From an optimization exercise on the open Yosys and OpenROAD flow, aimed at small area; shortcuts taken in it are not production practice. In this exercise RTL edits were held to simulation tests only and were not proved equivalent to the original. No activity file was given, so power comes from the tool's default toggle rates.

run A:
Design updc, start of the top module:
module updc (
    input             clk,
    input             rst,
    input             echo,
    input             btn1,
    input             btn2,
    input             adc_done,
    input      [11:0] adc_data,
    input             bus_en,
    input             bus_we,
    input      [7:0]  bus_addr,
    input      [31:0] bus_wdata,
    output            trig,
    output     [11:0] dac_out,
    output reg        dac_we,
    output            led1,
    output            led2,
    output            irq,
    output reg [31:0] bus_rdata
);
Size in the first run: ~340 flip-flops, roughly 110 I/O pins, ~17000 um2 of cells after synthesis.
export LEC_CHECK = 0
export ABC_AREA = 1
export CAP_MARGIN = 20
export CORE_MARGIN = 2
export CORE_UTILIZATION = 65
export PLACE_DENSITY = 0.8
export SLEW_MARGIN = 20
create_clock -name core_clock -period 100.0 [get_ports {clk}]
standard.sh (not shown) runs the stock make flow with config.mk's settings and CLKGATE_MAP_FILE= SYNTH_SCRIPT=/design/flow/synth_recipe.tcl, a recipe that flattens the netlist after the stock synthesis.
==> flow/flow/run.sh <==
#!/bin/bash
# The standard layout (standard.sh, unchanged synthesis) with two changes:
# ports are buffered with the smallest buffer (buf_1), and clock tree synthesis
# clusters more flip-flops per clkbuf_16 and inserts no dummy loads.
set -euo pipefail
export BUFFER_PORTS_ARGS="-buffer_cell sky130_fd_sc_hd__buf_1"
export CTS_ARGS="-sink_clustering_enable -repair_clock_nets -dont_use_dummy_load -buf_list sky130_fd_sc_hd__clkbuf_16 -sink_clustering_size 28 -sink_clustering_max_diameter 80"
bash standard.sh > run_standard.log 2>&1
Run A: done, clean on timing, DRC and antenna
--- input diff run A..run B ---
Settings: PLACE_DENSITY: 0.8 -> 0.9; CORE_UTILIZATION: 65 -> 75.
--- outcome ---
- Comparing the two runs side by side, run B comes out ahead of run A on power dissipated by switching net loads.
- Between run A and run B, detailed-routed wire length on met3 is higher for run B, run A comes in under that.
- Post-route core utilization (higher): run B
- | share of total power consumed by net switching | run A vs run B | ≈ equal |
- Run B ends up with a transition at the pin with the smallest max-transition slack that is 31 ps higher than in run A.
- Run B against run A: minimum clock period decreased 380 ps, total CTS buffers decreased 1, wire length went up, die span in y went down.
- Area of the core delta (run B − run A): favourable
- Run A -> run B: final hold slack flat
For run C, these inputs were changed with respect to run B:
Settings: swapping 75 for 65 in CORE_UTILIZATION; swapping 0.9 for 0.8 in PLACE_DENSITY.
-- flow/flow/run.sh --
<<< run B, line 7
export CTS_ARGS="-sink_clustering_enable -repair_clock_nets -dont_use_dummy_load -buf_list sky130_fd_sc_hd__clkbuf_16 -sink_clustering_size 28 -sink_clustering_max_diameter 80"
>>> run C, line 7
export CTS_ARGS="-sink_clustering_enable -repair_clock_nets -dont_use_dummy_load -buf_list sky130_fd_sc_hd__clkbuf_16 -sink_clustering_size 32 -sink_clustering_max_diameter 100"
### Flow results
- For the worst setup slack, run C came in 350 ps lower than run B did.
- Run C supports a lower top clock frequency than run B.
- Via count of the first global-routing pass delta for run C relative to run B: 794 lower
- The global-route wire length before repair in run C was lower than what run B gave.
- The ratio of final minimum period to clock period in run C was higher than what run B gave.
- Between run B and run C, clock insertion delay at the later pin of the skew report is lower for run C, run B comes in above that.
- Between run B and run C, the flow reports ratio of routed vias to standard cells decreasing by a few percent.

---

the previous run:
updc, a different RTL version from the one above (not shown whole).
Size: roughly 340 flip-flops, about 110 I/O pins.
Settings: LEC_CHECK=0, ABC_AREA=1, CAP_MARGIN=20, CORE_MARGIN=2, CORE_UTILIZATION=65, PLACE_DENSITY=0.8, SLEW_MARGIN=20; clock period 100.0 ns.
==> flow/flow/run.sh <==
#!/bin/bash
# Standard layout with two changes: ports are buffered with the smallest
# buffer, and clock tree synthesis uses small buffers without dummy loads.
set -euo pipefail
export BUFFER_PORTS_ARGS="-buffer_cell sky130_fd_sc_hd__buf_1"
export CTS_ARGS="-sink_clustering_enable -repair_clock_nets -dont_use_dummy_load -buf_list sky130_fd_sc_hd__clkbuf_16 -sink_clustering_size 30 -sink_clustering_max_diameter 80"
bash standard.sh > run_standard.log 2>&1
The previous run | status: complete | timing, DRC, antenna: pass
The following lists how the current run was set up differently from the previous run:
==> flow/flow/run.sh <==
#!/bin/bash
# Standard layout with two changes: ports are buffered with the smallest
# buffer, and clock tree synthesis uses small buffers without dummy loads.
set -euo pipefail
export BUFFER_PORTS_ARGS="-buffer_cell sky130_fd_sc_hd__buf_1"
export CTS_ARGS="-sink_clustering_enable -repair_clock_nets -dont_use_dummy_load -buf_list sky130_fd_sc_hd__clkbuf_16 -sink_clustering_size 25 -sink_clustering_max_diameter 80"
bash standard.sh > run_standard.log 2>&1
diff --git a/flow/config.mk b/flow/config.mk
--- a/flow/config.mk
+++ b/flow/config.mk
@@ -10,4 +10,4 @@
 export CORE_MARGIN = 2
-export CORE_UTILIZATION = 65
-export PLACE_DENSITY = 0.8
+export CORE_UTILIZATION = 40
+export PLACE_DENSITY = 0.6
 export SLEW_MARGIN = 20
[summary]
- Cmp the current run and the previous run / part of the cycle the worst path needs / lower: the current run
- In the current run, final wirelength is higher than in the previous run.
- Against the previous run, the current run comes in 6.1% higher on global-route wire length before repair.
- Final worst-path setup slack in the current run is 0.39 ns above the previous run.
- Combinational power across the current run and the previous run: no real change.
- [compare] base=the previous run new=the current run: leakage power of the design has increased, time the final worst path needs with I/O delays and setup decreased 0.39 ns.
- Worst hold slack, the current run and the previous run, higher one = the previous run.
- In the metrics for the current run and the previous run, the one carrying the higher area of the die is the current run.

==> afterwards: timing with drivers on the ports <==
The flow's constraints put no driver on any port. The routed layouts listed below were extracted and timed again, unchanged, in two steps.
Step 1, drivers: a clkbuf_16 drives clk and a buf_2 each remaining input, both assumed.
Step 2 adds t to the input delays and takes it off the output delays; t is the mean of the earliest and latest rising clock arrival at the registers after step 1. Input paths then give back, and output paths get back, about the clock's delay inside the block.
a / b / c = ideal ports / drivers / drivers and shift; a / b = the first two.
run	t, ns	setup slack, ns	worst setup path after step 2	worst slew at a driven data input, ns
run A	0.562	56.011 / 55.988 / 55.988	input to output	0.09
run B	0.549	56.389 / 56.364 / 56.364	input to output	0.08
run C	0.554	56.043 / 56.019 / 56.019	input to output	0.09
the previous run	0.553	55.154 / 55.130 / 55.130	input to output	0.08
the current run	0.568	55.546 / 55.515 / 55.515	input to output	0.08
After both steps every run listed still meets setup and hold. The setup slack of the current run, which loses most, moves by -0.031 ns with the drivers and by -0.031 ns with both steps.
